This design comes from an exercise in tuning for small area, a short achievable clock period and few clock cycles on the open sky130 flow, not from production work.
RTL that was checked went through simulation tests only; none was proved equivalent to the original.
Function not checked in run 4: the RTL went through the layout flow alone.
No activity file was given, so power comes from the tool's default toggle rates.

## flow/design.v (module list and top-level ports; edited modules follow where they fit)
// module qgk: 572 lines
// module qgk_lanes: 26 lines
// module qgk_rqstep: 28 lines
// module qgk_smlad: 318 lines
// module qgk_add18: 55 lines
// module qgk_add32: 97 lines
// module qgk_add36: 107 lines
module qgk (
    input  wire        clk,
    input  wire        rst,
    input  wire        reg_wr,
    input  wire [6:0]  reg_addr,
    input  wire [31:0] reg_wdata,
    output reg  [31:0] reg_rdata,
    output wire        busy,
    output reg         mem_req,
    output reg         mem_we,
    output reg  [31:0] mem_addr,
    output reg  [3:0]  mem_be,
    output reg  [31:0] mem_wdata,
    input  wire        mem_ready,
    input  wire [31:0] mem_rdata
);
  // ...
==> flow/run.sh <==
#!/bin/bash
# synth_recipe.tcl (not shown) runs the flow's synth.tcl, then flattens the netlist and writes it again
# the make line also repeats each setting of config.mk as NAME=value (left out here)
make -C /OpenROAD-flow-scripts/flow DESIGN_CONFIG=/design/flow/config.mk WORK_HOME=/design/flow/orfs CLKGATE_MAP_FILE= SYNTH_SCRIPT=/design/flow/synth_recipe.tcl finish
==> flow/config.mk <==
export PLATFORM = sky130hd
export DESIGN_NAME = qgk
export DESIGN_NICKNAME = qgk
export VERILOG_FILES = /design/flow/design.v
export SDC_FILE = /design/flow/constraint.sdc
export NUM_CORES = 8
export LEC_CHECK = 0
export CAP_MARGIN = 20
export CORE_MARGIN = 2
export CORE_UTILIZATION = 60
export SETUP_SLACK_MARGIN = 5
export SLEW_MARGIN = 20
==> flow/constraint.sdc <==
create_clock -name core_clock -period 16.0 [get_ports {clk}]
set_input_delay 3.2000 -clock core_clock [delete_from_list [all_inputs] [get_ports {clk}]]
set_output_delay 3.2000 -clock core_clock [all_outputs]
set_load 0.01 [all_outputs]
==> results.toml, run 1 <==
[setup_path]
critPathMostFrequentCell = "clkdlybuf4s50_1"
cp_max_fo = 24
crit_path_max_incr_delay_ns = 1.25

[finish]
seq_share_pct = 37.2
largest_class = "multi-input combinational cells"
nNonClkInverters = 500
final_cell_mix = "1,121 x edfxtp_1, 721 x nand2_1, 601 x nor2_1"
clkbuf_count = 176

[synthesis]
synth_enable_flop_cells = 1121
ys_ff_latch = 1285
synth.most_common_cell = "edfxtp_1"

[run_status]
outcome = "finished clean"

[pwr]
p_sw_share_pct = 42.0
pg_seq_uw = 4520
p_clk_uw = 3320
pwr-share-seq_pct = 27.7
p_leak_uw = 0.0380
power_leader = "combinational logic"
powerComb_uw = 8470

[global_route]
busiest_layer = "met2"
met3_usage_pct = 16.4

[timing]
relSlewSlack_pct = 11.4
hold_ws_ns = 0.444
clock.fmax_mhz = 92.8
fin_setup_tns_ns = 0

[job]
maxCapViolCount = 0

[die]
dieArea_sq_um = 155000
ios = 178
dieWidth_microns = 394

[drt]
met1Wirelength_mm = 128
wl_met2_mm = 150
remaining_drc_errors = 0

[clock_network]
cts_tree = "done"
cts_resized = 0

[placement]
io_buffers = 173
Testbench counts, summed over its fixed seeds: cycles 62,382.
==> run 2: changes to the inputs <==
==> flow/flow/run.sh (new file) <==
#!/bin/bash
# The standard ORFS layout (standard synthesis, floorplan, placement, CTS,
# routing), with ORFS's timing repair asked to keep a setup margin of
# MARGIN ns at the design's clock period. The make output goes to
# standard_flow.log; ORFS keeps each step's log under orfs/logs/.
set -euo pipefail
MARGIN=8
bash standard.sh SETUP_SLACK_MARGIN=$MARGIN finish > standard_flow.log 2>&1
==> flow/standard.sh (new file) <==
#!/bin/bash
# synth_recipe.tcl (not shown) runs the flow's synth.tcl, then flattens the netlist and writes it again
# the make line also repeats each setting of config.mk as NAME=value (left out here)
make -C /OpenROAD-flow-scripts/flow DESIGN_CONFIG=/design/flow/config.mk WORK_HOME=/design/flow/orfs CLKGATE_MAP_FILE= SYNTH_SCRIPT=/design/flow/synth_recipe.tcl "${@:-finish}"
--- a/flow/config.mk
+++ b/flow/config.mk
@@ -10,3 +10,2 @@
 export CORE_UTILIZATION = 60
-export SETUP_SLACK_MARGIN = 5
 export SLEW_MARGIN = 20
removed: flow/run.sh
==> run 2 against run 1 <==
  * Still clean
  * Clock skew decreased by 0.0040 ns
  * Synthesized area did not move
  * Sequential share of layout area fell by 1.8 points
  * Critical endpoint is now mem_wdata[13]
==> results.toml, run 2 <==
[synthesis]
synth-async-reset-ratio_pct = 0
synth.most_common_cell = "edfxtp_1"
ys_top_cells_by_count = "1,121 x edfxtp_1, 722 x nand2_1, 625 x nor2_1, 559 x clkbuf_1, 496 x a21oi_1"
synthesis.area_sq_um = 91300
synth_top_area_cell = "edfxtp_1"
synth.top_cell.area_share_pct = 36.9
ys_ff_latch = 1285
ys_types = 99
synthCells = 8975
synth_area_leaders = "edfxtp_1 37%, fa_1 6.3%, mux2i_1 5.4%, ha_1 4.9%, dfxtp_1 3.6%"
synth.avg_cell_area_sq_um = 10.2
ys.flop_type = "edfxtp_1"
ys_warn_count = 3
yosysSeqAreaShare_pct = 40.5
synth_enable_flop_cells = 1121

[setup_path]
crit_required_ns = 12.80
critPathArrivalTime_ns = 5.59
start_kind = "flip-flop"
cp_max_fo = 8
endpoint_kind = "output pin"
crit_type = "reg2out"

[timing]
finalHoldViolations = 0
rsz0062_at_grt = "true"
hold_ws_ns = 0.478
tightest_slew_ns = 1.38
clock.fmax_mhz = 114
fin_ws_ns = 7.21
setup-violations-final = 0
fin_crit_sh_pct = 54.9
skew_ns = 0.0633
fin_crit_ns = 8.79
relSlewSlack_pct = 8.04
fin_setup_tns_ns = 0
drv_slew = 0

[global_route]
grt_pass1_vias = 75000
grt_pass1_wl_mm = 545
grt.total_usage_pct = 49.0
grt_start_max_net_pins = 150
gr-total-overflow = 0
grt_antenna_before_repair = 44

[clock_network]
cts_buffer_depth = 3
clk_latency_ns = 0.87
cts_tree = "done"
cts_made_buffers = 142
root_buffer = "clkbuf_16"
path_clk_slew_ns = 0.07
ctsHtreeMaxLevel = 4
hold_buffers = 0
clock-sinks = 1285

[drt]
ant_nets = 0
vias = 81500
drtIter0Drc = 14900
dr.pass1.iters = 22
routed_via_density = 7.25
wirelength_mm = 391
wl_per_cell_microns = 34.8
remaining_drc_errors = 0

[pwr]
comb_power_share_pct = 52.2
irDropWorstVdd_mv = 0.430
pwr-share-seq_pct = 26.9
p_sw_share_pct = 42.0
p_sw_uw = 7060
intPower_uw = 9760
cellPowerDensity_nw_per_um2 = 161
p_clk_share_pct = 20.9
p_leak_uw = 0.0405

[run_status]
outcome = "finished clean"

[die]
dieArea_sq_um = 155000
ios = 178
row_count = 143
core_area_sq_um = 152000
dieWidth_microns = 394
start_util_pct = 60.2
die_h_microns = 394

[finish]
largest_register_ffs = 36
final_cell_mix = "1,121 x edfxtp_1, 708 x nand2_1, 588 x nor2_1"
drive_gt1_share_pct = 14.2
instances_no_fill = 11200
syn2layout_area_growth_pct = 14.3
final_common_cell = "edfxtp_1"
max_flop_register = "la_r"
nets = 9794

[placement]
place_congestion = 1.03
dp_hpwl_mm = 270
pre_cts_slack_ns = 5.82
io_buffers = 173
placed_cells = 10700

[job]
maxCapViolCount = 0

[min_path]
hp-class = "reg2reg"
[run 2: cell counts after synthesis]
No cell type changed its count.
[run 2: metal layers]
layer / part of all wire, % / track usage, % / vias to the layer above
met1: 33 / 59.0 / 39200
met2: 41 / 69.3 / 6934
li1: - / - / 33300
met5: 0.20 / 2.28 / -
met3: 16 / 21.0 / 1990
met4: 10 / 36.2 / 40
[run 2: path summary, 6_finish.rpt]
| path | slack [ns] | cells after the start | startpoint | endpoint |
|---|---|---|---|---|
| setup / recovery | 7.21 | 25 | wa[1] | mem_wdata[13] |
| hold / removal | 0.48 | 0 | rq_start_req | rq_req |
| setup reg to reg | 8.12 | 24 | la_r[14] | wacc0[9] |
| hold reg to reg | 0.48 | 0 | rq_start_req | rq_req |
[run 2: what timing repair did]
| action | in CTS | in global routing |
|---|---|---|
| gates resized for setup | 628 | 137 |
| setup buffers | 186 | 65 |
| pin swaps | 114 | 95 |
| hold endpoints to repair | 0 | 0 |
| cloned | 20 | 1 |
| endpoints found under the setup margin | 224 | 197 |
[run 2: cell families after synthesis]
logic type                 Yosys count  synth area share [%]
AOI/OAI and AO/OA                 2394                  18.0
and+or+nand+nor                   2218                  11.4
DFF                               1285                  40.5
buffers and inverters             1217                  5.24
adders and majority gates          681                  11.6
muxes                              660                  8.30
xor gates and xnor gates           519                  4.99
other                                1               0.00411
[run 2: power groups by stage]
stage / Combinational [uW] / Sequential (uW) / Clock, uW
finish: 8780 / 4520 / 3520
global route: 9590 / 4500 / 3620
CTS: 8380 / 4470 / 3490
detailed placement: 8240 / 4540 / 0
global placement: 7960 / 4530 / 0
floorplan: 6150 / 4350 / 0
[run 2: worst max-delay path, stage by stage, from the launching register on]
cell	delay (ns)
edfxtp_1	0.47
ha_4	0.23
buf_16	0.14
mux2i_2	0.20
o21ai_2	0.10
ha_4	0.18
xnor2_4	0.14
xnor2_4	0.14
buf_12	0.16
mux4_2	0.38
mux2i_1	0.08
mux2_4	0.28
ha_4	0.17
fa_2	0.36
nor2b_1	0.17
o21ai_1	0.11
a21boi_1	0.19
o21ai_1	0.10
a21boi_1	0.20
o21ai_1	0.11
a22oi_2	0.23
buf_4	0.15
o21ai_0	0.06
o21ai_1	0.11
o21ai_1	0.08
buf_2	0.16
[run 2: layout make-up]
| type | count | area, sq um |
|---|---|---|
| multi-input cells | 6480 | 51300 |
| fillers | 11400 | 47200 |
| flip-flops and latches | 1285 | 37000 |
| repair buffers | 665 | 6590 |
| clock buffers | 173 | 3800 |
| well taps | 2030 | 2540 |
| inverters | 500 | 1890 |
| clock inverters | 86 | 1150 |
| diodes | 21 | 52.6 |
| repair inverters | 1 | 5.00 |
[run 2: stage by stage]
step	power (uW)	util, %	area (sq um)
after floorplan	10500	-	91600
after global placement	12500	62.5	94700
after detailed placement	12800	62.5	94700
after CTS	16300	68.0	103000
after global routing	17700	68.8	104000
final	16800	68.9	104000
==> run 3: changes to the inputs <==
--- a/flow/flow/run.sh
+++ b/flow/flow/run.sh
@@ -6,3 +6,3 @@
 set -euo pipefail
-MARGIN=8
+MARGIN=7.5
 bash standard.sh SETUP_SLACK_MARGIN=$MARGIN finish > standard_flow.log 2>&1
--- a/flow/config.mk
+++ b/flow/config.mk
@@ -9,3 +9,3 @@
 export CORE_MARGIN = 2
-export CORE_UTILIZATION = 60
+export CORE_UTILIZATION = 40
 export SLEW_MARGIN = 20
==> run 3 against run 2 <==
  * Still clean on timing, DRC and antenna
  * Utilization is 23 points lower
  * Critical path depth decreased by 14
  * Non-clock buffer count fell by 89
  * Clock skew decreased by 0.015 ns
  * Combinational power is 4.3% lower
  * Sequential share of layout area increased by 0.15 points
  * Critical path type is now in2out
==> results.toml, run 3 <==
[run_status]
outcome = "finished clean"

[finish]
final_cell_mix = "1,121 x edfxtp_1, 709 x nand2_1, 597 x nor2_1"
final_design_area_no_fill_sq_um = 104000
final_common_cell = "edfxtp_1"
largest_register_ffs = 36
syn2layout_area_growth_pct = 13.9
max_flop_register = "la_r"
nets = 9706
drive_gt1_share_pct = 12.5

[placement]
place_congestion = 0.998
placed_area_sq_um = 96000
dp_hpwl_mm = 284
io_buffers = 173
pre_cts_slack_ns = 5.76

[timing]
skew_ns = 0.0486
relSlewSlack_pct = 14.1
fin_crit_sh_pct = 55.5
clock.fmax_mhz = 113
drv_slew = 0
fin_crit_ns = 8.88
rsz0062_at_grt = "true"
hold_ws_ns = 0.460
finalHoldViolations = 0
tightest_slew_ns = 1.29
setup-violations-final = 0
fin_ws_ns = 7.12
fin_setup_tns_ns = 0

[setup_path]
crit_path_max_incr_delay_ns = 0.62
critPathArrivalTime_ns = 5.68
cp_max_fo = 18
cpMaxStageDelayCell = "nand4_1"
path_cells = "buf_12 -> buf_12 -> buf_4 -> buf_8 -> nor3_2 -> buf_6 -> a22oi_2 -> nand4_1 -> a2111oi_4 -> nand4_1 -> buf_4"
endpoint_kind = "output pin"
start_kind = "primary input"
critPathBufInv = 6
crit_type = "in2out"
crit_family = "buffers and inverters"
crit_required_ns = 12.80

[synthesis]
synth.avg_cell_area_sq_um = 10.2
synth-async-reset-ratio_pct = 0
ys.flop_type = "edfxtp_1"
synthCells = 8975
ys_ff_latch = 1285
synth_top_area_cell = "edfxtp_1"
synth_enable_flop_cells = 1121
synthesis.area_sq_um = 91300
synth.top_cell.area_share_pct = 36.9
synth.most_common_cell = "edfxtp_1"
yosysSeqAreaShare_pct = 40.5
ys_types = 99
ys_warn_count = 3
synth_area_leaders = "edfxtp_1 37%, fa_1 6.3%, mux2i_1 5.4%, ha_1 4.9%, dfxtp_1 3.6%"
ys_top_cells_by_count = "1,121 x edfxtp_1, 722 x nand2_1, 625 x nor2_1, 559 x clkbuf_1, 496 x a21oi_1"

[pwr]
pwr-share-seq_pct = 27.4
p_clk_share_pct = 21.3
intPower_uw = 9660
p_sw_uw = 6730
comb_power_share_pct = 51.3
p_sw_share_pct = 41.1
power_uw = 16400
irDropWorstVdd_mv = 0.241
p_leak_uw = 0.0399
cellPowerDensity_nw_per_um2 = 158

[drt]
vias = 77800
routed_via_density = 6.41
drtIter0Drc = 11300
wirelength_mm = 394
wl_per_cell_microns = 32.4
dr.pass1.iters = 13
ant_nets = 0
remaining_drc_errors = 0

[die]
dieWidth_microns = 482
die_h_microns = 482
start_util_pct = 40.2
row_count = 175
ios = 178
dieArea_sq_um = 232000
core_area_sq_um = 227000

[min_path]
hp-class = "reg2reg"

[clock_network]
path_clk_slew_ns = 0.06
cts_made_buffers = 145
hold_buffers = 0
clock-sinks = 1285
root_buffer = "clkbuf_16"
ctsHtreeMaxLevel = 4
cts_tree = "done"
clk_latency_ns = 0.84
cts_buffer_depth = 3

[job]
maxCapViolCount = 0

[global_route]
grt_pass1_wl_mm = 548
gr-total-overflow = 0
grt_start_max_net_pins = 150
grt_pass1_vias = 73100
grt.total_usage_pct = 32.9
grt_antenna_before_repair = 30
==> run 3: cell types whose count changed in the layout (fill, tap and decap cells not counted), moves of 14 or more <==
| cell | before | now |
|---|---|---|
| buf_2 | 43 | 29 |
| buf_4 | 346 | 311 |
| clkbuf_2 | 0 | 15 |
| a22oi_2 | 32 | 15 |
| a22oi_1 | 260 | 277 |
| buf_6 | 84 | 34 |
| a221oi_1 | 225 | 241 |
==> run 3: path summary, 6_finish.rpt <==
check | depth (start not counted) | slack [ns] | from | end
setup / recovery | 11 | 7.12 | reg_addr[3] | reg_rdata[5]
setup reg to reg | 32 | 7.80 | wa[1] | ba[31]
hold reg to reg | 0 | 0.46 | rq_start_req | rq_req
hold / removal | 0 | 0.46 | rq_start_req | rq_req
==> run 3: cell type report <==
cell class                 count  area, sq um
sequential                  1285        37000
inverter                     500         1890
tap                         3009         3760
clock inverter                89          862
multi-input combinational   6478        50800
clock buffer                 179         4010
fill                       21000       123000
timing repair inverter         1         5.00
antenna                       18         45.0
timing repair buffer         576         5570
==> run 3: cell families (layout without fill, tap and decap cells) <==
kind of cell | Yosys count | in the layout | share of synthesized area [%]
multiplexers | 660 | 660 | 8.30
XOR/XNOR | 519 | 519 | 4.99
other | 1 | 20 | 0.00411
buffers and inverters | 1217 | 1345 | 5.24
adder cells (fa/ha/maj) | 681 | 681 | 11.6
AO/OA/AOI/OAI | 2394 | 2394 | 18.0
flip-flops | 1285 | 1285 | 40.5
AND/OR/NAND/NOR | 2218 | 2222 | 11.4
==> run 3: power by group through the flow <==
stage	clock, uW	combinational (uW)	sequential [uW]
5_1_grt	3640	9320	4480
3_5_place_dp	0	8160	4530
2_1_floorplan	0	6150	4350
4_1_cts	3520	8250	4460
3_3_place_gp	0	8000	4530
6_report	3500	8400	4490
==> run 3: through the flow <==
| step | util [%] | cells |
|---|---|---|
| global route | 45.8 | 12100 |
| finish | 45.8 | 12100 |
| floorplan | - | 8976 |
| CTS | 45.4 | 12100 |
| global placement | 42.3 | 11700 |
| detailed placement | 42.3 | 11700 |
==> run 3: repair_timing <==
action	in CTS	in global routing
endpoints found under the setup margin	184	183
pin swaps	81	64
resized for setup	400	122
cloned	13	4
setup buffers	123	31
==> run 3: routing by layer <==
| layer | GRT usage, % | wire [microns] | vias to the layer above |
|---|---|---|---|
| met1 | 43.4 | 152000 | 38600 |
| met4 | 20.5 | 30100 | 14 |
| li1 | - | - | 33200 |
| met2 | 48.7 | 167000 | 5006 |
| met3 | 7.54 | 44100 | 983 |
| met5 | 0 | 95 | - |
==> module qgk, before the edit <==
module qgk (
    input  wire        clk,
    input  wire        rst,
    input  wire        reg_wr,
    input  wire [6:0]  reg_addr,
    input  wire [31:0] reg_wdata,
    output reg  [31:0] reg_rdata,
    output wire        busy,
    output reg         mem_req,
    output reg         mem_we,
    output reg  [31:0] mem_addr,
    output reg  [3:0]  mem_be,
    output reg  [31:0] mem_wdata,
    input  wire        mem_ready,
    input  wire [31:0] mem_rdata
);
    reg [31:0] cmd_r;
    reg        st_done, st_err;
    reg [2:0]  st_cause;
    reg [31:0] wptr, aptr, bptr, mptr, sptr, zptr, optr;
    reg [15:0] nch, klen;
    reg [7:0]  zw, zout, zin;
    reg [31:0] src, dst, len;
    reg [2:0]  pbit;
    reg [31:0] rqsum, rqmul;
    reg [7:0]  rqshift, rqres;
    reg [31:0] acc0, acc1, acc2, acc3;
    localparam S_IDLE = 5'd0,
               S_Z0   = 5'd1,    
               S_Z1   = 5'd2,
               S_BA   = 5'd3,    
               S_BB   = 5'd4,
               S_WA   = 5'd5,    
               S_WB   = 5'd6,
               S_X1   = 5'd7,    
               S_X2   = 5'd8,
               S_GW   = 5'd9,    
               S_OW   = 5'd10,   
               S_MA   = 5'd11,   
               S_MB   = 5'd12,
               S_S0   = 5'd13,
               S_S1   = 5'd14,
               S_TW   = 5'd15,   
               S_OP   = 5'd16,   
               S_U_RD = 5'd17,   
               S_U_WR = 5'd18,   
               S_P_OR = 5'd19,   
               S_P_RD = 5'd20,   
               S_P_WR = 5'd21,   
               S_C_RD = 5'd22,   
               S_C_WR = 5'd23,   
               S_RQ   = 5'd24;   
    reg [24:0] st;
    assign busy = !st[S_IDLE];
    reg [1:0]  wa, wo;
    reg        zpc;
    reg        conv;         
    reg [31:0] pw;           
    reg [15:0] ch;           
    reg [14:0] aw;           
    reg [15:0] co;           
    reg [1:0]  owk;          
    reg        fin;          
    reg [31:0] ba;           
    reg [31:0] wra, wrb;     
    reg [7:0]  za, zb;
    reg [31:0] ma, mb;
    reg [7:0]  sa, sb;
    reg [15:0] b1, b2;       
    reg [35:0] la_r;         
    reg [31:0] xr;           
    reg [17:0] x3lo, x3hi;   
    reg        xv, xc;       
    reg        bias_a, bias_b;
    reg [31:0] wacc0, wacc1, wacc2, wacc3;
    wire [7:0] wa_mask = (wa == 2'd1) ? 8'h03 : (wa == 2'd2) ? 8'h0F : 8'hFF;
    wire [2:0] hmax = (wa == 2'd1) ? 3'd7 : (wa == 2'd2) ? 3'd3 : 3'd1;
    wire [16:0] row_bytes = (wa == 2'd1) ? {3'd0, klen[15:2]} :
                            (wa == 2'd2) ? {2'd0, klen[15:1]} : {1'b0, klen};
    wire [16:0] col_bytes = (wo == 2'd1) ? {3'd0, nch[15:2]} :
                            (wo == 2'd2) ? {2'd0, nch[15:1]} : {1'b0, nch};
    wire [3:0] d_op  = reg_wdata[3:0];
    wire [1:0] d_wa  = reg_wdata[5:4];
    wire [1:0] d_wo  = reg_wdata[7:6];
    wire       d_zpc = reg_wdata[8];
    wire d_hi_zero = (reg_wdata[31:9] == 23'd0);
    wire d_req  = d_hi_zero && d_op == 4'd4 && d_wa == 2'd0 && d_wo != 2'd0 && !d_zpc;
    wire d_gemm = d_hi_zero && d_op == 4'd5 && d_wa != 2'd0 && d_wo != 2'd0;
    wire d_cdc  = d_hi_zero && (d_op == 4'd1 || d_op == 4'd2 || d_op == 4'd3) &&
                  d_wa != 2'd0 && d_wo == 2'd0 && !d_zpc;
    wire [3:0] d_umask = (d_wa == 2'd1) ? 4'hF : (d_wa == 2'd2) ? 4'h7 : 4'h3;
    wire [1:0] d_nmask = (d_wo == 2'd1) ? 2'h3 : 2'h1;
    wire d_dims_ok  = ((nch[1:0] & d_nmask) == 2'd0) && ((klen[3:0] & d_umask) == 4'd0);
    wire d_align_ok = (wptr[1:0] == 2'd0) && (aptr[1:0] == 2'd0) &&
                      (bptr[1:0] == 2'd0) && (mptr[1:0] == 2'd0);
    wire d_pbit_ok  = (d_wa == 2'd1) ? !pbit[0] : (d_wa == 2'd2) ? (pbit[1:0] == 2'd0) : (pbit == 3'd0);
    wire d_grp = (d_wa == 2'd1) ? (len[31:4] != 28'd0) :
                 (d_wa == 2'd2) ? (len[31:3] != 29'd0) : (len[31:2] != 30'd0);
    reg [4:0] d_st;         
    reg [2:0] d_cause;
    always @(*) begin
        d_st    = S_IDLE;
        d_cause = 3'd0;
        if (!(d_req || d_gemm || d_cdc))
            d_cause = 3'd1;
        else if (d_req)
            d_st = S_RQ;
        else if (d_op == 4'd5) begin
            if (!d_dims_ok)
                d_cause = 3'd2;
            else if (!d_align_ok)
                d_cause = 3'd3;
            else if (nch != 16'd0)
                d_st = d_zpc ? S_Z0 : S_BA;
        end else if (d_op == 4'd1) begin
            if (dst[0])
                d_cause = 3'd3;
            else if (len != 32'd0)
                d_st = S_U_RD;
        end else if (d_op == 4'd2) begin
            if (!d_pbit_ok)
                d_cause = 3'd4;
            else if (src[0])
                d_cause = 3'd3;
            else if (len != 32'd0)
                d_st = S_P_RD;
        end else begin
            if (src[1:0] != 2'd0 || dst[1:0] != 2'd0)
                d_cause = 3'd3;
            else if (d_grp)
                d_st = S_C_RD;
            else if (len != 32'd0)
                d_st = S_U_RD;
        end
    end
    wire cmd_wr = reg_wr && st[S_IDLE] && (reg_addr[6:2] == 5'h00);
    always @(*) begin
        mem_req = st[S_Z0] | st[S_Z1] | st[S_BA] | st[S_BB] | st[S_WA] | st[S_WB] | st[S_X1] |
                  st[S_X2] | st[S_OW] | st[S_MA] | st[S_MB] | st[S_S0] | st[S_S1] | st[S_U_RD] |
                  st[S_U_WR] | st[S_P_OR] | st[S_P_RD] | st[S_P_WR] | st[S_C_RD] | st[S_C_WR];
    end
    wire ack = mem_req && mem_ready;
    wire [7:0]  rd_byte = mem_rdata[{ba[1:0], 3'b000} +: 8];
    wire [7:0]  rd_next = mem_rdata[{ba[1:0] + 2'd1, 3'b000} +: 8];
    wire [2:0]  gj       = (wa == 2'd1) ? aw[2:0] : (wa == 2'd2) ? {1'b0, aw[1:0]} : {2'b0, aw[0]};
    wire [2:0]  cj       = (wa == 2'd1) ? pw[3:1] : (wa == 2'd2) ? {1'b0, pw[2:1]} : {2'b0, pw[1]};
    wire        last_j   = (gj == hmax);
    reg         f_last_grp;  
    reg         f_k_zero;    
    reg         f_ch_zero;   
    reg         f_p_or;      
    reg         f_p_cy;      
    reg         f_c_tail;    
    wire        ow_need  = (wo != 2'd1) || !ch[1];
    wire        o_half   = (wo == 2'd3) && !owk[1] && (ba[1:0] != 2'd3);
    wire        ow_cend  = (wo != 2'd3) || o_half || owk[1];
    wire        b_cross  = (ba[1:0] == 2'd3);
    wire [31:0] e_boff = (wa == 2'd1) ? {2'd0, pw[31:2]} : (wa == 2'd2) ? {1'b0, pw[31:1]} : pw;
    wire [2:0]  e_bit  = (wa == 2'd1) ? {pw[1:0], 1'b0} : (wa == 2'd2) ? {pw[0], 2'b0} : 3'd0;
    wire [3:0]  p_bsum = {1'b0, e_bit} + {1'b0, pbit};
    wire [1:0]  pw_lo_n  = st[S_IDLE] ? 2'd0 : (st[S_P_WR] && ack) ? pw[1:0] + 2'd1 : pw[1:0];
    wire [2:0]  e_bit_n  = (wa == 2'd1) ? {pw_lo_n, 1'b0} : (wa == 2'd2) ? {pw_lo_n[0], 2'b0} : 3'd0;
    wire [3:0]  p_bsum_n = {1'b0, e_bit_n} + {1'b0, pbit};
    wire        e_nbyte = (wa == 2'd3) || (wa == 2'd2 && pw[0]) || (wa == 2'd1 && pw[1:0] == 2'b11);
    reg         f_last_aw;   
    reg         f_last_ch;   
    reg         f_pw_end;    
    reg         f_c_last;    
    wire [29:0] c_grp_pw  = (wa == 2'd1) ? {2'd0, pw[31:4]} : (wa == 2'd2) ? {1'b0, pw[31:3]} : pw[31:2];
    wire [29:0] c_grp_len = (wa == 2'd1) ? {2'd0, len[31:4]} : (wa == 2'd2) ? {1'b0, len[31:3]} : len[31:2];
    wire        c_tail    = (wa == 2'd1) ? (len[3:0] != 4'd0) : (wa == 2'd2) ? (len[2:0] != 3'd0) : (len[1:0] != 2'd0);
    wire        last_grp  = ({aw, 1'b0} + {12'd0, hmax, 1'b0} + 16'd2 == klen);
    reg  [31:0] pw_op;
    always @(*) begin
        pw_op = 32'd0;
        if (st[S_WB] && f_last_grp) pw_op = {17'd0, row_bytes[16:2]};
        if (st[S_C_WR])             pw_op = 32'd1;
    end
    wire [31:0] pw_nx;
    wire        pw_co;
    qgk_add32 u_pwadd (.a(pw), .b(pw_op), .cin(1'b1), .s(pw_nx), .cout(pw_co));
    always @(posedge clk) begin
        f_last_aw <= ({aw, 1'b0} + 16'd2 == klen);
        f_last_ch <= (ch + 16'd2 == nch);
        f_pw_end  <= (pw_nx == len);
        f_c_last  <= (c_grp_pw + 30'd1 == c_grp_len);
        f_last_grp <= last_grp;
        f_k_zero  <= (klen == 16'd0);
        f_ch_zero <= (ch == 16'd0);
        f_p_or    <= (p_bsum_n[2:0] != 3'd0);
        f_p_cy    <= p_bsum_n[3];
        f_c_tail  <= c_tail;
    end
    wire        rq_idle;
    wire       c_end = (cj == hmax);                            
    wire       s_end = (st[S_S0] && !b_cross) || st[S_S1];      
    wire       o_end = st[S_OW] && ow_cend && owk[0];           
    wire       gap   = (st[S_BB] && f_k_zero) || (st[S_X2] && f_last_aw);
    wire       g_rdy = f_ch_zero || rq_idle;
    wire       g_ow  = !f_ch_zero && ow_need;
    reg [24:0] st_adv;
    always @(*) begin
        st_adv         = 25'd0;
        st_adv[S_IDLE] = st[S_IDLE] || st[S_OP] || ((st[S_U_WR] || st[S_P_WR]) && f_pw_end) ||
                         (st[S_C_WR] && c_end && f_c_last && !f_c_tail) || (st[S_RQ] && rq_idle);
        st_adv[S_Z0]   = s_end && !f_last_ch && zpc;
        st_adv[S_Z1]   = st[S_Z0] && b_cross;
        st_adv[S_BA]   = (st[S_Z0] && !b_cross) || st[S_Z1] || (s_end && !f_last_ch && !zpc);
        st_adv[S_BB]   = st[S_BA];
        st_adv[S_WA]   = (st[S_BB] && !f_k_zero) || (st[S_X2] && !f_last_aw && last_j);
        st_adv[S_WB]   = st[S_WA];
        st_adv[S_X1]   = st[S_WB] || (st[S_X2] && !f_last_aw && !last_j);
        st_adv[S_X2]   = st[S_X1];
        st_adv[S_GW]   = (gap && !g_rdy) || (st[S_GW] && !rq_idle);
        st_adv[S_OW]   = ((gap || st[S_GW]) && g_rdy && g_ow) || (st[S_OW] && !(ow_cend && owk[0])) ||
                         (st[S_TW] && rq_idle);
        st_adv[S_MA]   = ((gap || st[S_GW]) && g_rdy && !g_ow) || (o_end && !fin);
        st_adv[S_OP]   = o_end && fin;
        st_adv[S_MB]   = st[S_MA];
        st_adv[S_S0]   = st[S_MB];
        st_adv[S_S1]   = st[S_S0] && b_cross;
        st_adv[S_TW]   = (s_end && f_last_ch) || (st[S_TW] && !rq_idle);
        st_adv[S_U_RD] = (st[S_U_WR] && !f_pw_end) || (st[S_C_WR] && c_end && f_c_last && f_c_tail);
        st_adv[S_U_WR] = st[S_U_RD];
        st_adv[S_P_RD] = st[S_P_WR] && !f_pw_end;
        st_adv[S_P_OR] = st[S_P_RD] && f_p_or;
        st_adv[S_P_WR] = (st[S_P_RD] && !f_p_or) || st[S_P_OR];
        st_adv[S_C_RD] = st[S_C_WR] && c_end && !f_c_last;
        st_adv[S_C_WR] = st[S_C_RD] || (st[S_C_WR] && !c_end);
        st_adv[S_RQ]   = st[S_RQ] && !rq_idle;
    end
    wire [24:0] st_n = st[S_IDLE] ? (cmd_wr ? (25'd1 << d_st) : (25'd1 << S_IDLE)) :
                       (mem_req && !mem_ready) ? st : st_adv;
    always @(posedge clk) begin
        if (cmd_wr) begin
            pw <= 32'd0;
            ch <= 16'd0;
            co <= 16'd0;
        end
        if (ack && (st[S_WB] || st[S_U_WR] || st[S_P_WR] || st[S_C_WR]))
            pw <= pw_nx;
        if (ack && (st[S_S1] || (st[S_S0] && !b_cross)) && !f_last_ch)
            ch <= ch + 16'd2;
        if (ack && st[S_BB])
            aw <= 15'd0;
        if (ack && st[S_X2])
            aw <= aw + 15'd1;
        if ((ack && st[S_BB]) || st[S_TW])
            owk <= 2'd0;
        if (ack && st[S_OW]) begin
            owk <= !ow_cend ? (2'b10 | owk) : {1'b0, ~owk[0]};
            if (ow_cend && owk[0])
                co <= co + ((wo == 2'd3) ? 16'd2 : 16'd1);
        end
    end
    wire [1:0]  owk_n = st[S_OW] ? (!ow_cend ? (2'b10 | owk) : {1'b0, ~owk[0]}) : 2'b00;
    wire        from_s  = (st[S_S0] || st[S_S1]);
    wire [31:0] a_base =
        ({32{st_adv[S_Z0] | st_adv[S_Z1]}} & zptr) |
        ({32{st_adv[S_BA] | st_adv[S_BB]}} & bptr) |
        ({32{st_adv[S_WA] | st_adv[S_WB]}} & wptr) |
        ({32{st_adv[S_X1] | st_adv[S_X2]}} & aptr) |
        ({32{st_adv[S_OW] | st_adv[S_OP]}} & optr) |
        ({32{st_adv[S_MA] | st_adv[S_MB]}} & mptr) |
        ({32{st_adv[S_S0] | st_adv[S_S1]}} & sptr) |
        ({32{st_adv[S_U_RD] | st_adv[S_C_RD] | st_adv[S_P_RD]}} & src) |
        ({32{st_adv[S_U_WR] | st_adv[S_C_WR] | st_adv[S_P_OR] | st_adv[S_P_WR]}} & dst);
    wire [31:0] a_off1 =
        ({32{st_adv[S_Z0] | st_adv[S_S0]}} & {16'd0, ch}) |
        ({32{st_adv[S_Z1] | st_adv[S_S1]}} & {16'd0, ch[15:1], 1'b1}) |
        ({32{st_adv[S_BA] | st_adv[S_MA]}} & {14'd0, ch, 2'b00}) |
        ({32{st_adv[S_BB] | st_adv[S_MB]}} & {14'd0, ch[15:1], 1'b1, 2'b00}) |
        ({32{st_adv[S_WA] | st_adv[S_WB]}} & {pw[29:0], 2'b00}) |
        ({32{st_adv[S_X1] | st_adv[S_X2]}} & {15'd0, aw, 2'b00}) |
        ({32{st_adv[S_OW]}} & {16'd0, co}) |
        ({32{st_adv[S_OP]}} & {15'd0, col_bytes}) |
        ({32{st_adv[S_U_RD] | st_adv[S_C_RD] | st_adv[S_P_OR] | st_adv[S_P_WR]}} & e_boff) |
        ({32{st_adv[S_U_WR] | st_adv[S_C_WR] | st_adv[S_P_RD]}} & {pw[30:0], 1'b0});
    wire [16:0] a_off2 =
        ({17{st_adv[S_Z0] & from_s}} & 17'd2) |
        ({17{st_adv[S_BA] & from_s}} & 17'd8) |
        ({17{st_adv[S_WB]}} & row_bytes) |
        ({17{st_adv[S_X1] & st[S_X2]}} & 17'd4) |
        ({17{st_adv[S_X2]}} & {klen, 1'b0}) |
        ({17{(st_adv[S_OW] & owk_n[0]) | st_adv[S_OP]}} & col_bytes) |
        ({17{(st_adv[S_U_RD] | st_adv[S_C_RD]) & st[S_C_WR]}} & ((wa == 2'd3) ? 17'd2 : 17'd1)) |
        ({17{st_adv[S_C_WR] & st[S_C_WR]}} & 17'd4) |
        ({17{st_adv[S_P_RD] & st[S_P_WR]}} & 17'd2);
    wire        a_cin  = (st_adv[S_OW] & owk_n[1]) | (st_adv[S_U_RD] & st[S_U_WR] & e_nbyte) |
                         ((st_adv[S_P_OR] | st_adv[S_P_WR]) & f_p_cy);
    wire [31:0] a_o2  = {15'd0, a_off2};
    wire [31:0] a_ps  = a_base ^ a_off1 ^ a_o2;
    wire [31:0] a_pc  = (a_base & a_off1) | (a_base & a_o2) | (a_off1 & a_o2);
    wire [31:0] na;
    wire        na_co;
    qgk_add32 u_aadd (.a(a_ps), .b({a_pc[30:0], a_cin}), .cin(1'b0), .s(na), .cout(na_co));
    wire [17:0] lane_a, lane_b;
    qgk_lanes u_lane_a (.x(wra), .j(conv ? cj : gj), .code(wa), .z(conv ? zin : za), .l(lane_a));
    qgk_lanes u_lane_b (.x(wrb), .j(gj), .code(wa), .z(zb), .l(lane_b));
    wire [31:0] cv_word = {{7{lane_a[17]}}, lane_a[17:9], {7{lane_a[8]}}, lane_a[8:0]};
    wire [1:0]  u_lane  = src[1:0] + e_boff[1:0];
    wire [7:0]  u_byte  = wra[{u_lane, 3'b000} +: 8];
    wire [7:0]  u_fld   = (u_byte >> e_bit) & wa_mask;
    wire [15:0] u_half  = {8'd0, u_fld} - {8'd0, (conv ? zin : 8'd0)};
    wire [15:0] p_half  = (src[1] ^ pw[0]) ? wra[31:16] : wra[15:0];
    wire [7:0]  p_sat   = p_half[15] ? 8'd0 : (p_half > {8'd0, wa_mask}) ? wa_mask : p_half[7:0];
    wire [7:0]  p_old   = wrb[{ba[1:0], 3'b000} +: 8];
    wire [7:0]  p_byte  = (f_p_or ? p_old : 8'd0) | (p_sat << p_bsum[2:0]);
    wire [15:0] o_fld   = owk[0] ? b2 : b1;
    wire [7:0]  o_byte  = (wo != 2'd3) ? o_fld[15:8] : owk[1] ? o_fld[15:8] : o_fld[7:0];
    always @(*) begin
        mem_addr  = {ba[31:2], 2'b00};
        mem_we    = 1'b0;
        mem_be    = 4'd0;
        mem_wdata = 32'd0;
        if (st[S_U_WR]) begin
                mem_we    = 1'b1;
                mem_be    = ba[1] ? 4'b1100 : 4'b0011;
                mem_wdata = {2{u_half}};
        end
        if (st[S_C_WR]) begin
                mem_we    = 1'b1;
                mem_be    = 4'b1111;
                mem_wdata = cv_word;
        end
        if (st[S_P_WR]) begin
                mem_we    = 1'b1;
                mem_be    = 4'b0001 << ba[1:0];
                mem_wdata = {4{p_byte}};
        end
        if (st[S_OW]) begin
                mem_we    = 1'b1;
                if (o_half) begin
                    mem_be    = 4'b0011 << ba[1:0];
                    mem_wdata = (ba[1:0] == 2'd0) ? {16'd0, o_fld} :
                                (ba[1:0] == 2'd1) ? {8'd0, o_fld, 8'd0} : {o_fld, 16'd0};
                end else begin
                    mem_be    = 4'b0001 << ba[1:0];
                    mem_wdata = {4{o_byte}};
                end
        end
    end
    always @(*) begin
        case (reg_addr[6:2])
            5'h00:   reg_rdata = cmd_r;
            5'h01:   reg_rdata = {24'd0, 1'b0, st_cause, 2'b00, st_err, st_done};
            5'h02:   reg_rdata = wptr;
            5'h03:   reg_rdata = aptr;
            5'h04:   reg_rdata = bptr;
            5'h05:   reg_rdata = mptr;
            5'h06:   reg_rdata = sptr;
            5'h07:   reg_rdata = zptr;
            5'h08:   reg_rdata = optr;
            5'h09:   reg_rdata = {klen, nch};
            5'h0A:   reg_rdata = {8'd0, zin, zout, zw};
            5'h0B:   reg_rdata = src;
            5'h0C:   reg_rdata = dst;
            5'h0D:   reg_rdata = len;
            5'h0E:   reg_rdata = {29'd0, pbit};
            5'h0F:   reg_rdata = rqsum;
            5'h10:   reg_rdata = rqmul;
            5'h11:   reg_rdata = {24'd0, rqshift};
            5'h12:   reg_rdata = {24'd0, rqres};
            5'h14:   reg_rdata = acc0;
            5'h15:   reg_rdata = acc1;
            5'h16:   reg_rdata = acc2;
            5'h17:   reg_rdata = acc3;
            default: reg_rdata = 32'd0;
        endcase
    end
    wire [17:0] x3lo_n, x3hi_n;
    wire        x3c0, x3c1;
    qgk_add18 u_x3lo (.a({{2{mem_rdata[15]}}, mem_rdata[15:0]}), .b({mem_rdata[15], mem_rdata[15:0], 1'b0}),
                      .cin(1'b0), .s(x3lo_n), .cout(x3c0));
    qgk_add18 u_x3hi (.a({{2{mem_rdata[31]}}, mem_rdata[31:16]}), .b({mem_rdata[31], mem_rdata[31:16], 1'b0}),
                      .cin(1'b0), .s(x3hi_n), .cout(x3c1));
    wire [31:0] mac_a, mac_b;
    qgk_smlad u_mac_a (.a0(la_r[8:0]),   .a1(la_r[17:9]),  .x0(xr[15:0]), .x1(xr[31:16]),
                       .t0(x3lo), .t1(x3hi), .acc(bias_a ? xr : xc ? wacc1 : wacc0), .q(mac_a));
    qgk_smlad u_mac_b (.a0(la_r[26:18]), .a1(la_r[35:27]), .x0(xr[15:0]), .x1(xr[31:16]),
                       .t0(x3lo), .t1(x3hi), .acc(bias_b ? xr : xc ? wacc3 : wacc2), .q(mac_b));
    always @(posedge clk) begin
        xr   <= mem_rdata;
        x3lo <= x3lo_n;
        x3hi <= x3hi_n;
        la_r <= (st[S_BA] || st[S_BB]) ? 36'd0 : {lane_b, lane_a};
        if (bias_a || (xv && !xc)) wacc0 <= mac_a;
        if (bias_a || (xv &&  xc)) wacc1 <= mac_a;
        if (bias_b || (xv && !xc)) wacc2 <= mac_b;
        if (bias_b || (xv &&  xc)) wacc3 <= mac_b;
    end
    localparam R_IDLE = 2'd0, R_LOAD = 2'd1, R_PSH = 2'd2, R_MUL = 2'd3;
    reg [1:0]  rq_ph;
    reg [31:0] rq_pre;
    reg        rq_pb;
    reg [31:0] rq_a;
    reg [4:0]  rq_cnt;
    reg        rq_ovf;
    reg [1:0]  rq_k;
    reg        rq_req;
    reg        rq_fin;       
    reg        rq_fodd;      
    reg        rq_freq;      
    reg [1:0]  rq_rem;
    reg        rq_start, rq_start_req;
    wire [31:0] r_sum = rq_req ? rqsum : (rq_k == 2'd0) ? acc0 : (rq_k == 2'd1) ? acc1 :
                                         (rq_k == 2'd2) ? acc2 : acc3;
    wire [31:0] r_m   = rq_req ? rqmul : rq_k[1] ? mb : ma;
    wire [7:0]  r_s   = rq_req ? rqshift : rq_k[1] ? sb : sa;
    wire        r_psh = r_s[7];                          
    wire [4:0]  r_n1c = (r_s[7:5] == 3'b111) ? ~r_s[4:0] : 5'd31;    
    wire [4:0]  r_n2  = r_s[7] ? 5'd0 : (r_s[6:5] != 2'b00) ? 5'd31 : r_s[4:0];
    wire [3:0]  r_steps = 4'd7 + {1'b0, r_n2[4:2]};
    wire        r_load = (rq_ph == R_LOAD);
    wire [3:0]  r_dig = r_load ? r_sum[3:0] : rq_pre[3:0];
    wire        r_dpb = r_load ? 1'b0 : rq_pb;
    wire [31:0] r_ain = r_load ? 32'd0 : rq_a;
    wire [35:0] r_acc;
    qgk_rqstep u_rqstep (.a(r_ain), .m(r_m), .d0({r_dig[1:0], r_dpb}), .d1(r_dig[3:1]), .s(r_acc));
    wire [10:0] f_lo  = rq_a[10:0] >> rq_rem;
    wire        f_neg = rq_a[31];
    wire [2:0]  f_hm  = (rq_rem == 2'd0) ? 3'b111 : (rq_rem == 2'd1) ? 3'b110 :
                        (rq_rem == 2'd2) ? 3'b100 : 3'b000;
    wire        f_h0  = (rq_a[31:11] == 21'd0) && ((rq_a[10:8] & f_hm) == 3'd0);
    wire        f_h1  = (rq_a[31:11] == {21{1'b1}}) && ((rq_a[10:8] & f_hm) == f_hm);
    wire [8:0]  f_sum = {1'b0, f_lo[7:0]} + {1'b0, zout};
    wire [7:0]  r_max = (wo == 2'd1) ? 8'd3 : (wo == 2'd2) ? 8'd15 : 8'd255;
    wire [7:0]  f_min = (f_sum[7:0] > r_max) ? r_max : f_sum[7:0];
    wire [7:0]  r_q   = f_h0 ? ((f_sum > {1'b0, r_max}) ? r_max : f_sum[7:0]) :
                        f_h1 ? (f_sum[8] ? f_min : 8'd0) :
                        f_neg ? 8'd0 : r_max;
    always @(posedge clk) begin
        rq_fin <= 1'b0;
        if (rst) begin
            rq_ph <= R_IDLE;
        end else begin
            case (rq_ph)
                R_IDLE: begin
                    rq_k   <= 2'd0;
                    rq_req <= rq_start_req;
                    if (rq_start || rq_start_req)
                        rq_ph <= R_LOAD;
                end
                R_LOAD: begin
                    rq_rem <= r_n2[1:0];
                    if (!r_psh) begin
                        rq_a     <= r_acc[35:4];
                        rq_pre   <= {{4{r_sum[31]}}, r_sum[31:4]};
                        rq_pb    <= r_sum[3];
                        rq_cnt   <= {1'b0, r_steps} - 5'd1;
                        rq_ph    <= R_MUL;
                    end else begin
                        rq_a     <= 32'd0;
                        rq_pre   <= r_sum;
                        rq_ovf   <= 1'b0;
                        rq_cnt   <= r_n1c;
                        rq_ph    <= R_PSH;
                    end
                end
                R_PSH: begin
                    rq_ovf <= rq_ovf | (rq_pre[31] ^ rq_pre[30]);
                    rq_pre <= {rq_pre[30:0], 1'b0};
                    rq_cnt <= rq_cnt - 5'd1;
                    if (rq_cnt == 5'd0) begin
                        if (rq_ovf || (rq_pre[31] ^ rq_pre[30]))
                            rq_pre <= r_sum[31] ? 32'h8000_0000 : 32'h7FFF_FFFF;
                        rq_pb  <= 1'b0;
                        rq_cnt <= {1'b0, r_steps};
                        rq_ph  <= R_MUL;
                    end
                end
                R_MUL: begin
                    rq_a   <= r_acc[35:4];
                    rq_pre <= {{4{rq_pre[31]}}, rq_pre[31:4]};
                    rq_pb  <= rq_pre[3];
                    rq_cnt <= rq_cnt - 5'd1;
                    if (rq_cnt == 5'd0) begin
                        rq_fin  <= 1'b1;
                        rq_fodd <= rq_k[0];
                        rq_freq <= rq_req;
                        rq_k    <= rq_k + 2'd1;
                        rq_ph   <= (rq_req || rq_k == 2'd3) ? R_IDLE : R_LOAD;
                    end
                end
            endcase
        end
    end
    always @(posedge clk) begin
        if (rq_fin && !rq_freq) begin
            if (!rq_fodd)
                b1 <= (wo == 2'd1) ? {r_q[1:0], b1[15:2]} : (wo == 2'd2) ? {r_q[3:0], b1[15:4]} : {r_q, b1[15:8]};
            else
                b2 <= (wo == 2'd1) ? {r_q[1:0], b2[15:2]} : (wo == 2'd2) ? {r_q[3:0], b2[15:4]} : {r_q, b2[15:8]};
        end
    end
    assign rq_idle = (rq_ph == R_IDLE) && !rq_start && !rq_start_req && !rq_fin;
    wire        h_wr = reg_wr && st[S_IDLE];
    wire [31:0] dz   = reg_wdata & {32{~rst}};
    wire [4:0]  ha   = reg_addr[6:2];
    wire        snap = ack && (st[S_S1] || (st[S_S0] && !b_cross));
    always @(posedge clk) begin
        if (rst || (h_wr && ha == 5'h00)) cmd_r   <= dz;
        if (rst || (h_wr && ha == 5'h02)) wptr    <= dz;
        if (rst || (h_wr && ha == 5'h03)) aptr    <= dz;
        if (rst || (h_wr && ha == 5'h04)) bptr    <= dz;
        if (rst || (h_wr && ha == 5'h05)) mptr    <= dz;
        if (rst || (h_wr && ha == 5'h06)) sptr    <= dz;
        if (rst || (h_wr && ha == 5'h07)) zptr    <= dz;
        if (rst || (h_wr && ha == 5'h08) || st[S_OP])
            optr <= (st[S_OP] && !rst) ? ba : dz;
        if (rst || (h_wr && ha == 5'h09)) begin nch <= dz[15:0]; klen <= dz[31:16]; end
        if (rst || (h_wr && ha == 5'h0A)) begin zw <= dz[7:0]; zout <= dz[15:8]; zin <= dz[23:16]; end
        if (rst || (h_wr && ha == 5'h0B)) src     <= dz;
        if (rst || (h_wr && ha == 5'h0C)) dst     <= dz;
        if (rst || (h_wr && ha == 5'h0D)) len     <= dz;
        if (rst || (h_wr && ha == 5'h0E)) pbit    <= dz[2:0];
        if (rst || (h_wr && ha == 5'h0F)) rqsum   <= dz;
        if (rst || (h_wr && ha == 5'h10)) rqmul   <= dz;
        if (rst || (h_wr && ha == 5'h11)) rqshift <= dz[7:0];
        if (rst || (rq_fin && rq_freq)) rqres <= r_q & {8{~rst}};
        if (rst || snap) begin
            acc0 <= wacc0 & {32{~rst}};
            acc1 <= wacc1 & {32{~rst}};
            acc2 <= wacc2 & {32{~rst}};
            acc3 <= wacc3 & {32{~rst}};
        end
    end
    always @(posedge clk) begin
        rq_start     <= 1'b0;
        rq_start_req <= 1'b0;
        xv           <= 1'b0;
        bias_a       <= 1'b0;
        bias_b       <= 1'b0;
        st    <= rst ? (25'd1 << S_IDLE) : st_n;
        if (st[S_IDLE])
            ba <= (reg_wdata[3:0] == 4'd5) ? (reg_wdata[8] ? zptr : bptr) : src;
        else if (!(mem_req && !mem_ready))
            ba <= na;
        if (rst) begin
            st_done  <= 1'b0;
            st_err   <= 1'b0;
            st_cause <= 3'd0;
        end else begin
            if (cmd_wr) begin
                wa    <= d_wa;
                wo    <= d_wo;
                zpc   <= d_zpc;
                conv  <= (d_op == 4'd3);
                za    <= zw;
                zb    <= zw;
                st_done  <= 1'b1;
                st_err   <= (d_cause != 3'd0);
                st_cause <= d_cause;
                rq_start_req <= d_req;
            end
            if (ack && st[S_Z0]) begin za <= rd_byte; zb <= rd_next; end
            if (ack && st[S_Z1]) zb <= rd_byte;
            if (ack && st[S_BA]) bias_a <= 1'b1;
            if (ack && st[S_BB]) begin bias_b <= 1'b1; fin <= 1'b0; end
            if (ack && (st[S_WA] || st[S_U_RD] || st[S_P_RD] || st[S_C_RD])) wra <= mem_rdata;
            if (ack && (st[S_WB] || st[S_P_OR])) wrb <= mem_rdata;
            if (ack && st[S_X1]) begin xv <= 1'b1; xc <= 1'b0; end
            if (ack && st[S_X2]) begin xv <= 1'b1; xc <= 1'b1; end
            if (ack && st[S_MA]) ma <= mem_rdata;
            if (ack && st[S_MB]) mb <= mem_rdata;
            if (ack && st[S_S0]) begin sa <= rd_byte; sb <= rd_next; end
            if (ack && st[S_S1]) sb <= rd_byte;
            if (st[S_TW]) fin <= 1'b1;
            if (snap) rq_start <= 1'b1;
        end
    end
endmodule
==> run 4: changes to the inputs <==
--- a/flow/design.v
+++ b/flow/design.v
@@ -146,3 +146,5 @@
     wire [2:0]  cj       = (wa == 2'd1) ? pw[3:1] : (wa == 2'd2) ? {1'b0, pw[2:1]} : {2'b0, pw[1]};
-    wire        last_j   = (gj == hmax);
+    reg         f_last_j;    
+    reg         f_c_end;     
+    wire [2:0]  cj_n = st[S_C_RD] ? 3'd0 : (st[S_C_WR] && ack) ? cj + 3'd1 : cj;
     reg         f_last_grp;  
@@ -192,5 +194,8 @@
         f_c_tail  <= c_tail;
+        f_last_j  <= (gj == hmax);
+        f_c_end   <= (cj_n == hmax);
     end
     wire        rq_idle;
-    wire       c_end = (cj == hmax);                            
+    wire       c_end = f_c_end;
+    wire       last_j = f_last_j;
     wire       s_end = (st[S_S0] && !b_cross) || st[S_S1];      
@@ -297,13 +302,12 @@
     wire [17:0] lane_a, lane_b;
-    qgk_lanes u_lane_a (.x(wra), .j(conv ? cj : gj), .code(wa), .z(conv ? zin : za), .l(lane_a));
+    qgk_lanes u_lane_a (.x(st[S_C_RD] ? mem_rdata : wra), .j(conv ? cj_n : gj), .code(wa),
+                        .z(conv ? zin : za), .l(lane_a));
     qgk_lanes u_lane_b (.x(wrb), .j(gj), .code(wa), .z(zb), .l(lane_b));
-    wire [31:0] cv_word = {{7{lane_a[17]}}, lane_a[17:9], {7{lane_a[8]}}, lane_a[8:0]};
-    wire [1:0]  u_lane  = src[1:0] + e_boff[1:0];
-    wire [7:0]  u_byte  = wra[{u_lane, 3'b000} +: 8];
-    wire [7:0]  u_fld   = (u_byte >> e_bit) & wa_mask;
+    wire [31:0] cv_word = {{7{la_r[17]}}, la_r[17:9], {7{la_r[8]}}, la_r[8:0]};
+    wire [7:0]  u_fld   = (rd_byte >> e_bit) & wa_mask;
     wire [15:0] u_half  = {8'd0, u_fld} - {8'd0, (conv ? zin : 8'd0)};
-    wire [15:0] p_half  = (src[1] ^ pw[0]) ? wra[31:16] : wra[15:0];
+    wire [15:0] p_half  = ba[1] ? mem_rdata[31:16] : mem_rdata[15:0];
     wire [7:0]  p_sat   = p_half[15] ? 8'd0 : (p_half > {8'd0, wa_mask}) ? wa_mask : p_half[7:0];
     wire [7:0]  p_old   = wrb[{ba[1:0], 3'b000} +: 8];
-    wire [7:0]  p_byte  = (f_p_or ? p_old : 8'd0) | (p_sat << p_bsum[2:0]);
+    wire [7:0]  p_byte  = (f_p_or ? p_old : 8'd0) | (wra[7:0] << p_bsum[2:0]);
     wire [15:0] o_fld   = owk[0] ? b2 : b1;
@@ -318,3 +322,3 @@
                 mem_be    = ba[1] ? 4'b1100 : 4'b0011;
-                mem_wdata = {2{u_half}};
+                mem_wdata = {2{wra[15:0]}};
         end
@@ -559,3 +563,5 @@
             if (ack && st[S_BB]) begin bias_b <= 1'b1; fin <= 1'b0; end
-            if (ack && (st[S_WA] || st[S_U_RD] || st[S_P_RD] || st[S_C_RD])) wra <= mem_rdata;
+            if (ack && (st[S_WA] || st[S_C_RD])) wra <= mem_rdata;
+            if (ack && st[S_U_RD]) wra[15:0] <= u_half;
+            if (ack && st[S_P_RD]) wra[7:0] <= p_sat;
             if (ack && (st[S_WB] || st[S_P_OR])) wrb <= mem_rdata;
--- a/flow/flow/run.sh
+++ b/flow/flow/run.sh
@@ -6,3 +6,3 @@
 set -euo pipefail
-MARGIN=7.5
+MARGIN=8
 bash standard.sh SETUP_SLACK_MARGIN=$MARGIN finish > standard_flow.log 2>&1
--- a/flow/config.mk
+++ b/flow/config.mk
@@ -9,3 +9,3 @@
 export CORE_MARGIN = 2
-export CORE_UTILIZATION = 40
+export CORE_UTILIZATION = 60
 export SLEW_MARGIN = 20
==> run 4 against run 3 <==
  * Sequential share of layout area barely moved
  * Synthesized cell count increased by 1.6%
  * Sequential cell count is 2 higher
  * Worst setup slack better by 0.22 ns
  * Non-clock buffer count decreased by 1
  * Maximum frequency up 2.6%
  * Final cell count down 7.3%
  * Die area shrank 32%
  * Clock skew up 0.0064 ns
  * Critical endpoint unchanged
==> results.toml, run 4 <==
[run_status]
outcome = "finished clean"

[timing]
fin_setup_tns_ns = 0
finalHoldViolations = 0
relSlewSlack_pct = 17.9
rsz0062_at_grt = "true"
fin_crit_ns = 8.66
clock.fmax_mhz = 115
fin_crit_sh_pct = 54.1
skew_ns = 0.0550
drv_slew = 0
setup-violations-final = 0
tightest_slew_ns = 1.23

[setup_path]
start_kind = "primary input"
endpoint_kind = "output pin"
r2r_end = "wacc1[26]"
critPathArrivalTime_ns = 5.46
crit_required_ns = 12.80
r2r_start = "la_r[3]"
crit_type = "in2out"
cp_max_fo = 23
r2r_slack_ns = 8.14
r2r_cells = 24

[synthesis]
synth_area_leaders = "edfxtp_1 36%, fa_1 6.3%, mux2i_1 5.3%, ha_1 4.8%, dfxtp_1 3.6%"
yosysSeqAreaShare_pct = 40.1
ys_ff_latch = 1287
ys_types = 97
ys_top_cells_by_count = "1,121 x edfxtp_1, 752 x nand2_1, 612 x nor2_1, 597 x clkbuf_1, 520 x o21ai_0"
ys_warn_count = 3
synth.avg_cell_area_sq_um = 10.1
synth_enable_flop_cells = 1121
synth.top_cell.area_share_pct = 36.5
synth-async-reset-ratio_pct = 0
synth_top_area_cell = "edfxtp_1"
synthCells = 9116
synth.most_common_cell = "edfxtp_1"
ys.flop_type = "edfxtp_1"
synthesis.area_sq_um = 92200

[finish]
instances_no_fill = 11200
nets = 9807
final-seq-area_sq_um = 37000
drive_gt1_share_pct = 11.9
fillers = 11600
multiInputGateArea_sq_um = 51600
syn2layout_area_growth_pct = 12.6
final_common_cell = "edfxtp_1"
max_flop_register = "la_r"
utilization_pct = 68.2
largest_register_ffs = 36
final_cell_mix = "1,121 x edfxtp_1, 736 x nand2_1, 574 x nor2_1"

[drt]
wirelength_mm = 390
wl_per_cell_microns = 34.6
vias = 81700
ant_nets = 0
drtIter0Drc = 14500
routed_via_density = 7.26
remaining_drc_errors = 0
dr.pass1.iters = 14

[min_path]
hp-class = "reg2reg"
min_path_cells = 0
hold_path.startpoint = "rq_start_req"
hold_end = "rq_req"

[pwr]
cellPowerDensity_nw_per_um2 = 137
p_leak_uw = 0.0404
irDropWorstVdd_mv = 0.249
power_uw = 14200

[global_route]
gr-total-overflow = 0
grt_pass1_wl_mm = 546
grt.total_usage_pct = 48.5
grt_start_max_net_pins = 96
grt_antenna_before_repair = 22
grt_pass1_vias = 76000

[die]
dieArea_sq_um = 157000
core_area_sq_um = 152000
start_util_pct = 60.6
die_h_microns = 396
row_count = 143
dieWidth_microns = 396
ios = 178

[clock_network]
cts_buffer_depth = 3
ctsHtreeMaxLevel = 4
root_buffer = "clkbuf_16"
clock-sinks = 1287
cts_made_buffers = 146
path_clk_slew_ns = 0.06
clk_latency_ns = 0.84
hold_buffers = 0
cts_tree = "done"

[job]
maxCapViolCount = 0

[placement]
dp_hpwl_mm = 275
placed_cells = 10800
place_congestion = 1.03
io_buffers = 173
-- run 4: changes by cell type in the layout (fill, tap and decap cells not counted), moves of 21 or more --
| cell | previous run | this run |
|---|---|---|
| a22o_1 | 207 | 184 |
| clkdlybuf4s50_1 | 104 | 134 |
| a22oi_1 | 277 | 298 |
| nor2_1 | 597 | 574 |
| o21ai_0 | 469 | 510 |
| a221oi_1 | 241 | 214 |
| xnor2_1 | 331 | 353 |
| buf_6 | 34 | 66 |
| nand2_1 | 709 | 736 |
| a221o_1 | 17 | 70 |
-- run 4: layer usage --
metal | up-vias | share of wire (%) | GRT usage, % | wire length (microns)
met5 | - | 0.24 | 1.85 | 923
met3 | 1745 | 16 | 18.9 | 61200
li1 | 33600 | - | - | -
met4 | 34 | 9.5 | 34.7 | 37100
met2 | 6964 | 41 | 69.1 | 159000
met1 | 39300 | 34 | 59.9 | 131000
-- run 4: final cells by class --
class	count	share of cell area [%]
clock buffer	172	3.70
clock inverter	87	1.11
sequential	1287	35.6
inverter	511	1.85
tap	2030	2.44
timing repair buffer	575	5.54
multi-input combinational	6569	49.7
antenna	17	0.0409
-- run 4: power by group --
part | total (uW) | switching, uW | leakage (uW) | internal (uW)
registers | 4370 | 295 | 0.0123 | 4080
clock network | 3570 | 1520 | 0.00242 | 2050
logic | 6290 | 3770 | 0.0257 | 2510
total | 14200 | 5590 | 0.0404 | 8640
-- run 4: metrics by stage --
stage | cell area (sq um) | setup slack (ns) | hold WS [ns]
finish | 104000 | 7.34 | 0.448
global route | 104000 | 7.46 | 0.460
CTS | 103000 | 7.59 | 0.445
detailed placement | 95600 | 5.50 | 0.429
global placement | 95500 | 5.47 | 0.417
floorplan | 92300 | 8.00 | 0.409
-- run 4: worst max path at each step --
stage | cells past startpoint | to | from
final | 12 | reg_rdata[5] | reg_addr[2]
after global routing | 12 | reg_rdata[5] | reg_addr[2]
after CTS | 12 | reg_rdata[5] | reg_addr[2]
after detailed placement | 11 | reg_rdata[11] | reg_addr[2]
after global placement | 11 | reg_rdata[11] | reg_addr[2]
after floorplan | 9 | reg_rdata[20] | reg_addr[6]
-- run 4: logic make-up (layout without fill, tap and decap cells) --
group	Yosys count	count (layout)	synth area share [%]
buffers and inverters	1262	1345	5.35
AOI/OAI and AO/OA	2464	2464	18.4
other	1	19	0.00407
DFF	1287	1287	40.1
xor gates and xnor gates	518	518	4.92
muxes	658	658	8.39
and+or+nand+nor	2267	2268	11.6
adders and majority gates	659	659	11.2
-- run 4: critical path, stage by stage --
cell,delay (ns)
buf_8,0.10
buf_12,0.12
nand3b_1,0.12
buf_4,0.13
buf_6,0.11
nor2_4,0.05
buf_12,0.17
a221oi_2,0.28
nand3_1,0.10
nor2_1,0.13
nand4_1,0.52
buf_2,0.36
-- run 4: timing repair --
action | 4_1_cts | 5_1_grt
buffers inserted | 110 | 31
gates cloned | 16 | 1
endpoints found under the setup margin | 162 | 181
pin swaps | 71 | 80
resized for setup | 376 | 165
==> run 5: changes to the inputs <==
--- a/flow/design.v
+++ b/flow/design.v
@@ -298,5 +298,3 @@
     wire [31:0] a_pc  = (a_base & a_off1) | (a_base & a_o2) | (a_off1 & a_o2);
-    wire [31:0] na;
-    wire        na_co;
-    qgk_add32 u_aadd (.a(a_ps), .b({a_pc[30:0], a_cin}), .cin(1'b0), .s(na), .cout(na_co));
+    wire [31:0] na = a_ps + {a_pc[30:0], a_cin};
     wire [17:0] lane_a, lane_b;
--- a/flow/config.mk
+++ b/flow/config.mk
@@ -10,2 +10,4 @@
 export CORE_UTILIZATION = 60
+export CTS_CLUSTER_DIAMETER = 140
+export CTS_CLUSTER_SIZE = 18
 export SLEW_MARGIN = 20
==> run 5 against run 4 <==
  * Still clean on timing, DRC and antenna
  * Sequential share of layout area grew 1.1 points
  * Total power shrank 5.5%
  * Non-clock buffer count shrank 9
  * Highest routed layer unchanged
==> results.toml, run 5 <==
[placement]
dp_hpwl_mm = 273
placed_cells = 10700
place_congestion = 1.05
io_buffers = 173

[run_status]
outcome = "finished clean"

[synthesis]
synth-async-reset-ratio_pct = 0
synth.most_common_cell = "edfxtp_1"
ys_top_cells_by_count = "1,121 x edfxtp_1, 694 x nand2_1, 661 x nor2_1, 547 x clkbuf_1, 495 x mux2i_1"
synth_top_area_cell = "edfxtp_1"
ys_warn_count = 3
synthCells = 9007
synth.avg_cell_area_sq_um = 10.2
synthesis.area_sq_um = 92000
yosysSeqAreaShare_pct = 40.2
ys.flop_type = "edfxtp_1"
ys_ff_latch = 1287
synth.top_cell.area_share_pct = 36.6
synth_area_leaders = "edfxtp_1 37%, fa_1 6.0%, mux2i_1 5.4%, ha_1 4.9%, dfxtp_1 3.6%"
synth_enable_flop_cells = 1121
ys_types = 104

[die]
ios = 178
die_h_microns = 396
start_util_pct = 60.5
row_count = 143
dieWidth_microns = 396
core_area_sq_um = 152000
dieArea_sq_um = 156000

[timing]
tightest_slew_ns = 1.26
fin_crit_ns = 8.86
relSlewSlack_pct = 15.7
rsz0062_at_grt = "true"
fin_setup_tns_ns = 0
fin_crit_sh_pct = 55.4
skew_ns = 0.0434
drv_slew = 0
setup-violations-final = 0
clock.fmax_mhz = 113
finalHoldViolations = 0

[min_path]
hold_path.startpoint = "st_cause[1]"
hp-class = "reg2reg"

[finish]
fillers = 12000
final_common_cell = "edfxtp_1"
largest_register_ffs = 36
max_flop_register = "la_r"
syn2layout_area_growth_pct = 9.51
instances_no_fill = 11000
final_cell_mix = "1,121 x edfxtp_1, 674 x nand2_1, 626 x nor2_1"
nets = 9639
drive_gt1_share_pct = 11.0

[clock_network]
cts_tree = "done"
ctsHtreeMaxLevel = 3
cts_made_buffers = 81
hold_buffers = 0
path_clk_slew_ns = 0.09
clk_latency_ns = 0.77
clock-sinks = 1287
cts_buffer_depth = 3
root_buffer = "clkbuf_16"

[global_route]
grt.total_usage_pct = 47.2
grt_pass1_wl_mm = 532
gr-total-overflow = 0
grt_pass1_vias = 74100
grt_start_max_net_pins = 108
grt_antenna_before_repair = 16

[pwr]
comb_power_share_pct = 50.9
p_sw_share_pct = 41.6
p_sw_uw = 5590
p_clk_share_pct = 16.3
pwr-share-seq_pct = 32.8
p_leak_uw = 0.0381
irDropWorstVdd_mv = 0.233
cellPowerDensity_nw_per_um2 = 133
intPower_uw = 7860

[setup_path]
crit_type = "in2out"
start_kind = "primary input"
critPathLaunch = "reg_addr[2]"
endpoint_kind = "output pin"
r2r_start = "rq_ph[0]"
critPathArrivalTime_ns = 5.66
cp_max_fo = 5
crit_required_ns = 12.80

[job]
maxCapViolCount = 0

[drt]
wl_per_cell_microns = 34.6
routed_via_density = 7.29
vias = 80200
ant_nets = 0
drtIter0Drc = 13700
remaining_drc_errors = 0
wirelength_mm = 381
dr.pass1.iters = 15
-- run 5: changes by cell type after synthesis, sizes merged, moves of 16 or more --
| cell | delta |
|---|---|
| nand2 | -58 |
| nor2b | -23 |
| xnor2 | -37 |
| inv | -104 |
| xor2 | +46 |
| a22oi | +23 |
| a221oi | -33 |
| and3 | -18 |
| clkbuf | -53 |
| nor3 | +16 |
| maj3 | +21 |
| buf | +31 |
| nor2 | +50 |
-- run 5: stage by stage --
step                      area [sq um]  setup WS (ns)  utilization [%]  hold slack (ns)  total power, uW
after floorplan                  92000           7.99                -            0.401             9060
after global placement           95200           5.86             62.6            0.411            10800
after detailed placement         95200           5.84             62.6            0.410            11000
after CTS                        99200           7.41             65.2            0.434            13200
after global routing            101000           7.28             66.2            0.444            14100
final                           101000           7.14             66.2            0.458            13400
-- run 5: final timing paths --
check | to | cells after the start | slack, ns
worst min-delay path | st_cause[1] | 2 | 0.46
worst max register to register | ba[29] | 23 | 8.09
worst max-delay path | reg_rdata[6] | 10 | 7.14
worst min register to register | st_cause[1] | 2 | 0.46
-- run 5: worst max-delay path: stages --
cell      delay (ns)
buf_6           0.10
buf_12          0.12
buf_4           0.13
nand3b_1        0.25
nor2_4          0.10
buf_12          0.17
buf_12          0.16
a22oi_1         0.56
nand4_1         0.56
buf_2           0.32
-- run 5: layer usage --
layer | up-vias | GRT usage, % | part of all wire, %
met5 | - | 1.02 | 0.14
met4 | 28 | 31.5 | 8.9
met2 | 6616 | 67.0 | 41
met3 | 1488 | 19.4 | 16
met1 | 38800 | 58.9 | 34
li1 | 33300 | - | -
-- run 5: timing repair --
item | CTS | global route
endpoints found under the setup margin | 183 | 185
cloned | 8 | 6
setup buffers | 81 | 73
resized for setup | 336 | 167
pin swaps | 65 | 74
-- run 5: cells by family (layout without fill, tap and decap cells) --
family | Yosys count | in the layout | synth area share, %
AOI/OAI and AO/OA | 2471 | 2471 | 18.5
and+or+nand+nor | 2236 | 2238 | 11.5
DFF | 1287 | 1287 | 40.2
buffers and inverters | 1140 | 1101 | 4.93
muxes | 674 | 674 | 8.61
adders and majority gates | 671 | 671 | 11.3
xor gates and xnor gates | 527 | 527 | 5.04
other | 1 | 14 | 0.00408
-- run 5: final cells by class --
cell class              count  area, sq um  area share (%)
diodes                     12         30.0          0.0298
multi-input cells        6583        51700            51.3
clock inverters             9          178           0.176
well taps                2030         2540            2.52
repair buffers            566         5510            5.48
inverters                 411         1560            1.55
flip-flops and latches   1287        37000            36.8
repair inverters            1         5.00         0.00497
clock buffers             114         2150            2.14
-- run 5: power groups by stage --
stage / clock network [uW] / registers (uW) / logic (uW)
after floorplan: 0 / 4240 / 4820
after global placement: 0 / 4440 / 6380
after detailed placement: 0 / 4440 / 6550
after CTS: 2170 / 4370 / 6620
after global routing: 2270 / 4390 / 7480
final: 2190 / 4410 / 6850
Testbench counts of run 5, summed over its fixed seeds: cycles 62,382.

[separate check: timing with driven ports]
How much do the figures lean on ideal ports? The routed layouts below were timed once more, with nothing changed but the port constraints. Step 1 assumes that a clkbuf_16 drives the clock port and a buf_2 every other input. Step 2 also shifts input and output timing later by t, the mid clock arrival at the registers, as if the neighbouring blocks saw the same clock. Three values: ideal, step 1, step 2; two values: the first two.
run | t (ns) | setup slack, ns | hold slack, ns
run 1 | 0.915 | 5.230 / 5.206 / 5.206 | 0.444 / 0.444 / 0.444
run 2 | 0.922 | 7.213 / 7.123 / 7.213 | 0.478 / 0.478 / 0.478
run 3 | 0.915 | 7.121 / 7.020 / 7.020 | 0.460 / 0.460 / 0.460
run 4 | 0.912 | 7.342 / 7.303 / 7.303 | 0.448 / 0.448 / 0.448
run 5 | 0.827 | 7.135 / 7.103 / 7.103 | 0.458 / 0.458 / 0.458
After both steps setup and hold are still met in every run listed. For run 3, which loses most, drivers alone change the setup slack by -0.101 ns; drivers and shift together by -0.101 ns.
